This is an optimization exercise on Yosys and OpenROAD, whose aim is small area, not a production implementation. In this exercise RTL edits were held to simulation tests only and were not proved equivalent to the original. The clock port is modelled as an ideal driver; clocking choices that lean on that would not hold on a real chip. No activity file was given, so power comes from the tool's default toggle rates.

==> flow/design.v <==
module servo_frame_core (
    input  wire       clk,
    input  wire       rst,
    input  wire       tick,
    input  wire       btn_n,
    input  wire       cmd_valid,
    input  wire       cmd_we,
    input  wire [3:0] cmd_addr,
    input  wire [7:0] cmd_wdata,
    output reg  [7:0] cmd_rdata,
    output reg        cmd_ok,
    output wire [4:0] servo,
    output wire [2:0] phase,
    output wire       win_open,
    output wire [2:0] mode,
    output wire [2:0] tent,
    output wire       sel,
    output wire       cal,
    output wire [3:0] ev
);
    localparam [9:0] TERM      = 10'd600;   
    localparam [9:0] L_OVH     = 10'd184;   
    localparam [9:0] L_IDLE_C  = 10'd115;   
    reg [7:0] p0, p1, p2, p3, p4;    
    reg [3:0] q;                     
    reg [9:0] c;                     
    reg [2:0] js;                    
    reg [1:0] mode_q;                
    reg [1:0] tent_q;                
    reg [4:0] hold_q;                
    reg       sel_q, cal_q, btn_q, rel_q;
    reg [3:0] ev_q;                  
    wire idle = q[3];
    wire ovh  = (q == 4'd0);
    assign phase    = {q[2] | idle, q[1] | idle, q[0] & ~idle};
    assign win_open = ovh & ~sel_q & ~cal_q;
    assign mode     = {1'b0, mode_q};
    assign tent     = {1'b0, tent_q};
    assign sel      = sel_q;
    assign cal      = cal_q;
    assign ev       = ev_q;
    assign servo[0] = (q == 4'd1);
    assign servo[1] = (q == 4'd2);
    assign servo[2] = (q == 4'd3);
    assign servo[3] = (q == 4'd4);
    assign servo[4] = (q == 4'd5);
    wire cmd   = cmd_valid & ~rst;
    wire wr    = cmd & cmd_we;
    wire wr_ok = wr & win_open & (cmd_addr <= 4'h4);
    wire caldone = wr & (cmd_addr == 4'hB) & cmd_wdata[0];
    always @(*) begin
        cmd_rdata = 8'h00;
        cmd_ok    = 1'b0;
        if (cmd) begin
            if (!cmd_we) begin
                cmd_ok = (cmd_addr <= 4'hA);
                case (cmd_addr)
                    4'h0: cmd_rdata = p0;
                    4'h1: cmd_rdata = p1;
                    4'h2: cmd_rdata = p2;
                    4'h3: cmd_rdata = p3;
                    4'h4: cmd_rdata = p4;
                    4'h5: cmd_rdata = {6'b0, mode_q};
                    4'h6: cmd_rdata = {6'b0, tent_q};
                    4'h7: cmd_rdata = {3'b0, win_open, rel_q, btn_q, cal_q, sel_q};
                    4'h8: cmd_rdata = {3'b0, hold_q};
                    4'h9: cmd_rdata = {4'b0, ev_q};
                    4'hA: cmd_rdata = {5'b0, phase};
                    default: cmd_rdata = 8'h00;
                endcase
            end else begin
                cmd_ok = (cmd_addr <= 4'h4) ? win_open : (cmd_addr == 4'hB);
            end
        end
    end
    wire uend  = tick & js[2] & ~js[1];
    wire term  = c[9] & c[6] & c[4] & c[3];
    wire pend  = uend & term;                
    wire bnd   = pend & (q == 4'd13);        
    wire pr     = ~btn_n;
    wire h19    = hold_q[4] & hold_q[1] & hold_q[0];
    wire hnz    = |hold_q;
    wire e_inc  = pr & rel_q & ~h19;
    wire e_ent  = pr & rel_q & h19 & ~sel_q;
    wire e_com  = pr & rel_q & h19 & sel_q;
    wire e_taps = ~pr & sel_q & hnz;
    wire e_tapn = ~pr & ~sel_q & hnz;
    wire [1:0] tent_inc = (tent_q == 2'd2) ? 2'd0 : tent_q + 2'd1;
    wire [1:0] rtent = e_taps ? tent_inc : tent_q;
    wire rnd = bnd & (e_ent | e_com | e_taps);           
    wire set_any = bnd & (e_ent | e_taps);
    wire we0 = wr_ok & (cmd_addr[2:0] == 3'd0);
    wire we1 = wr_ok & (cmd_addr[2:0] == 3'd1);
    wire we2 = wr_ok & (cmd_addr[2:0] == 3'd2);
    wire we3 = wr_ok & (cmd_addr[2:0] == 3'd3);
    wire we4 = wr_ok & (cmd_addr[2:0] == 3'd4);
    wire kp  = ~rst & ~rnd;
    wire [7:0] pn0 = (p0 & {8{kp & ~we0}}) | (cmd_wdata & {8{we0}}) | {8{set_any & (rtent == 2'd0)}};
    wire [7:0] pn1 = (p1 & {8{kp & ~we1}}) | (cmd_wdata & {8{we1}}) | {8{set_any & (rtent == 2'd1)}};
    wire [7:0] pn2 = (p2 & {8{kp & ~we2}}) | (cmd_wdata & {8{we2}}) | {8{set_any & (rtent == 2'd2)}};
    wire [7:0] pn3 = (p3 & {8{kp & ~we3}}) | (cmd_wdata & {8{we3}});
    wire [7:0] pn4 = (p4 & {8{kp & ~we4}}) | (cmd_wdata & {8{we4}});
    reg [7:0] psel;
    always @(*) begin
        case (q[2:0])
            3'd0: psel = pn0;
            3'd1: psel = p1;
            3'd2: psel = p2;
            3'd3: psel = p3;
            default: psel = p4;
        endcase
    end
    reg [9:0] c_ld;
    always @(*) begin
        if (q == 4'd5)
            c_ld = L_IDLE_C;
        else if (q == 4'd13)
            c_ld = L_OVH;
        else if (idle)
            c_ld = {1'b0, q[2:0] != 3'd0, ~psel};
        else
            c_ld = {2'b01, psel};
    end
    wire [3:0] q_nx = (q == 4'd5) ? 4'd8 : (q == 4'd13) ? 4'd0 : q + 4'd1;
    always @(posedge clk) begin
        if (rst) begin
            q  <= 4'd0;
            c  <= L_OVH;
            js <= 3'b011;
        end else if (tick) begin
            if (pend) begin
                q <= q_nx;
                c <= c_ld;
            end else if (uend) begin
                c <= c + 10'd1;
            end
            if (pend && (q == 4'd5 || q == 4'd13))
                js <= 3'b011;
            else
                js <= {js[1:0], ~js[2]};
        end
    end
    always @(posedge clk) begin
        p0 <= pn0;
        p1 <= pn1;
        p2 <= pn2;
        p3 <= pn3;
        p4 <= pn4;
    end
    always @(posedge clk) begin
        if (rst) begin
            mode_q <= 2'd0;
            tent_q <= 2'd0;
            hold_q <= 5'd0;
            sel_q  <= 1'b0;
            cal_q  <= 1'b0;
            btn_q  <= 1'b0;
            rel_q  <= 1'b1;
            ev_q   <= 4'b0000;
        end else begin
            if (caldone)
                cal_q <= 1'b0;
            if (bnd) begin
                btn_q  <= pr;
                ev_q   <= {e_tapn, e_taps, e_com, e_ent};
                hold_q <= e_inc ? hold_q + 5'd1 : (pr & ~rel_q) ? hold_q : 5'd0;
                if (~pr)
                    rel_q <= 1'b1;
                else if (e_ent | e_com)
                    rel_q <= 1'b0;
                if (e_ent)
                    sel_q <= 1'b1;
                if (e_com) begin
                    sel_q  <= 1'b0;
                    mode_q <= tent_q;
                    cal_q  <= (tent_q == 2'd0);
                end
                if (e_taps)
                    tent_q <= tent_inc;
            end
        end
    end
endmodule
clock: 12.0 ns
lec_check: 0
cap_margin: 20
core_margin: 2
core_utilization: 40
gpl_timing_driven: 0
place_density: 0.6
slew_margin: 20
standard.sh (not shown) runs the stock make flow with config.mk's settings and CLKGATE_MAP_FILE= SYNTH_SCRIPT=/design/flow/synth_recipe.tcl, a recipe that flattens the netlist after the stock synthesis.
==> flow/flow/run.sh <==
#!/bin/bash
# Own layout flow: the standard ORFS flow (standard.sh) with
#  - synthesis through flow/synth.tcl (area-oriented ABC script),
#  - port buffers made from the smallest buffer cell,
#  - a clock tree without dummy loads.
# Each make run's full output goes to a log file in the work folder; ORFS
# keeps each tool's own log under orfs/logs/.
set -euo pipefail
here=$(pwd)
export OWN_FLOW_DIR=$here/flow
export FLOW_SYNTH_TCL=$here/synth_recipe.tcl
export BUFFER_PORTS_ARGS="-buffer_cell sky130_fd_sc_hd__buf_1"
export CTS_ARGS="-sink_clustering_enable -repair_clock_nets -dont_use_dummy_load"
sed "s#SYNTH_SCRIPT=[^ ]*#SYNTH_SCRIPT=$here/flow/synth.tcl#" standard.sh > standard_own.sh
grep -q "SYNTH_SCRIPT=$here/flow/synth.tcl" standard_own.sh
bash ./standard_own.sh > flow_make.log 2>&1
==> flow/flow/abc_area.script <==
strash
ifraig
scorr
dc2
dretime
strash
&get -n
&dch -f
&nf
&put
==> flow/flow/synth.tcl <==
# Synthesis for this flow: the standard synthesis script, with the
# combinational mapping done by an area-oriented ABC script and without the
# full/half-adder extraction. Registers are made exactly as in the standard
# synthesis (the changes only touch the steps after flip-flop mapping).
proc extract_fa {args} {}
proc abc {args} {
  set i [lsearch -exact $args -script]
  if {$i >= 0} {
    lset args [expr {$i + 1}] [file join $::env(OWN_FLOW_DIR) abc_area.script]
  }
  set j [lsearch -exact $args -D]
  if {$j >= 0} {
    set args [lreplace $args $j [expr {$j + 1}]]
  }
  set k [lsearch -exact $args -constr]
  if {$k >= 0} {
    set args [lreplace $args $k [expr {$k + 1}]]
  }
  yosys abc {*}$args
}
source $::env(FLOW_SYNTH_TCL)
Then changed:
==> flow/run.sh (new file) <==
#!/bin/bash
# synth_recipe.tcl (not shown) runs the flow's synth.tcl, then flattens the netlist and writes it again
# the make line also repeats each setting of config.mk as NAME=value (left out here)
make -C /OpenROAD-flow-scripts/flow DESIGN_CONFIG=/design/flow/config.mk WORK_HOME=/design/flow/orfs CLKGATE_MAP_FILE= SYNTH_SCRIPT=/design/flow/synth_recipe.tcl finish
--- a/flow/config.mk
+++ b/flow/config.mk
@@ -9,5 +9,4 @@
 export CORE_MARGIN = 2
 export CORE_UTILIZATION = 40
-export GPL_TIMING_DRIVEN = 0
 export PLACE_DENSITY = 0.6
 export SLEW_MARGIN = 20
removed: flow/flow/run.sh
removed: flow/flow/abc_area.script
removed: flow/flow/synth.tcl
removed: flow/standard.sh
Setup slack gets worse by 710 ps.
Cell area goes up by 26%.
Combinational power goes up by about 26%.
Power goes up by 24%.
Final cell count goes up by about 22%.
Wire length goes up by about 23%.
Sequential share of layout area goes down by 7.2 points.

---

## fjord
Another version of the RTL of servo_frame_core (not shown whole).
Size in the first run: roughly 400 cells after synthesis, about 70 flip-flops, about 48 I/O pins.
clock: 12.0 ns
lec_check: 0
cap_margin: 10
core_margin: 2
core_utilization: 78
gpl_timing_driven: 0
place_density: 0.9
slew_margin: 10
==> flow/flow/run.sh <==
#!/bin/bash
# Own layout flow: the standard ORFS flow (standard.sh) with
#  - synthesis through flow/synth.tcl (area-oriented ABC script),
#  - port buffers made from the smallest buffer cell,
#  - a small clock tree of its own in place of TritonCTS (flow/pre_cts.tcl).
# Each make run's full output goes to a log file in the work folder; ORFS
# keeps each tool's own log under orfs/logs/.
set -euo pipefail
here=$(pwd)
export OWN_FLOW_DIR=$here/flow
export FLOW_SYNTH_TCL=$here/synth_recipe.tcl
export BUFFER_PORTS_ARGS="-buffer_cell sky130_fd_sc_hd__buf_1"
export PRE_CTS_TCL=$here/flow/pre_cts.tcl
export OWN_CTS_GROUPS=6
export OWN_CTS_BUF=sky130_fd_sc_hd__clkbuf_8
export OWN_CTS_ROOT=sky130_fd_sc_hd__clkbuf_2
sed "s#SYNTH_SCRIPT=[^ ]*#SYNTH_SCRIPT=$here/flow/synth.tcl#" standard.sh > standard_own.sh
grep -q "SYNTH_SCRIPT=$here/flow/synth.tcl" standard_own.sh
bash ./standard_own.sh > flow_make.log 2>&1
==> flow/flow/abc_area.script <==
strash
&get -n
&st
&dc2
&dch -f
&nf -R 200 -E 20
&st
&dc2
&dch -f
&nf -R 200 -E 20
&put
Other scripts of this flow, unchanged in this note and not shown: flow/flow/clock_buffers.tcl, flow/flow/pre_cts.tcl, flow/flow/synth.tcl
Status(fjord) = ERROR, stage = 3_3_place_gp
The inputs of sierra differ from those of fjord as listed below.
- CORE_UTILIZATION: 78 -> 85
- SLEW_MARGIN: 10 -> 0
- PLACE_DENSITY: 0.9 -> 0.95
- CAP_MARGIN: 10 -> 0
==> flow/flow/abc_area.script <==
strash
&get -n
&st
&dc2
&dch -f
&nf -R 200
&st
&dc2
&dch -f
&nf -R 200
&put
## What came out
- For sierra, the flow was terminated by a tool error in 3_1_place_gp_skip_io and produced no final design.
- Going from fjord to sierra, netlist area before placement grows by about 0.7%.
- Post-synthesis xor/xnor area fraction, fjord and sierra, higher one = fjord.
- Diff fjord -> sierra: share of the synthesized area in compound gates (AO/OA/AOI/OAI) went down 1.7 points; share of cell area taken by muxes after synthesis went down 0.63 points.

[separate check: timing with driven ports]
No port has a modelled driver above. Below, the same layouts with a new extraction and two added sets of constraints. Step 1 sets driving cells, clkbuf_16 on the clock port and buf_2 on the other inputs (assumed; they add their load-dependent delay and slew). Step 2 times the ports against the registers' clock, not the clock port: input delays grow and output delays shrink by t, the midpoint of the rising clock arrivals with the driver on. a / b / c = ideal / step 1 / step 2; a / b = the first two.
run | shift t [ns] | setup WS [ns] | worst data-port slew with drivers (ns)
the first run of note 1 | 0.377 | 5.099 / 5.071 / 5.071 | 0.03
the second run of note 1 | 0.394 | 4.391 / 4.362 / 4.362 | 0.03
After both steps setup and hold are still met in every run listed. The setup slack of the second run of note 1, which loses most, moves by -0.029 ns with the drivers and by -0.029 ns with both steps.
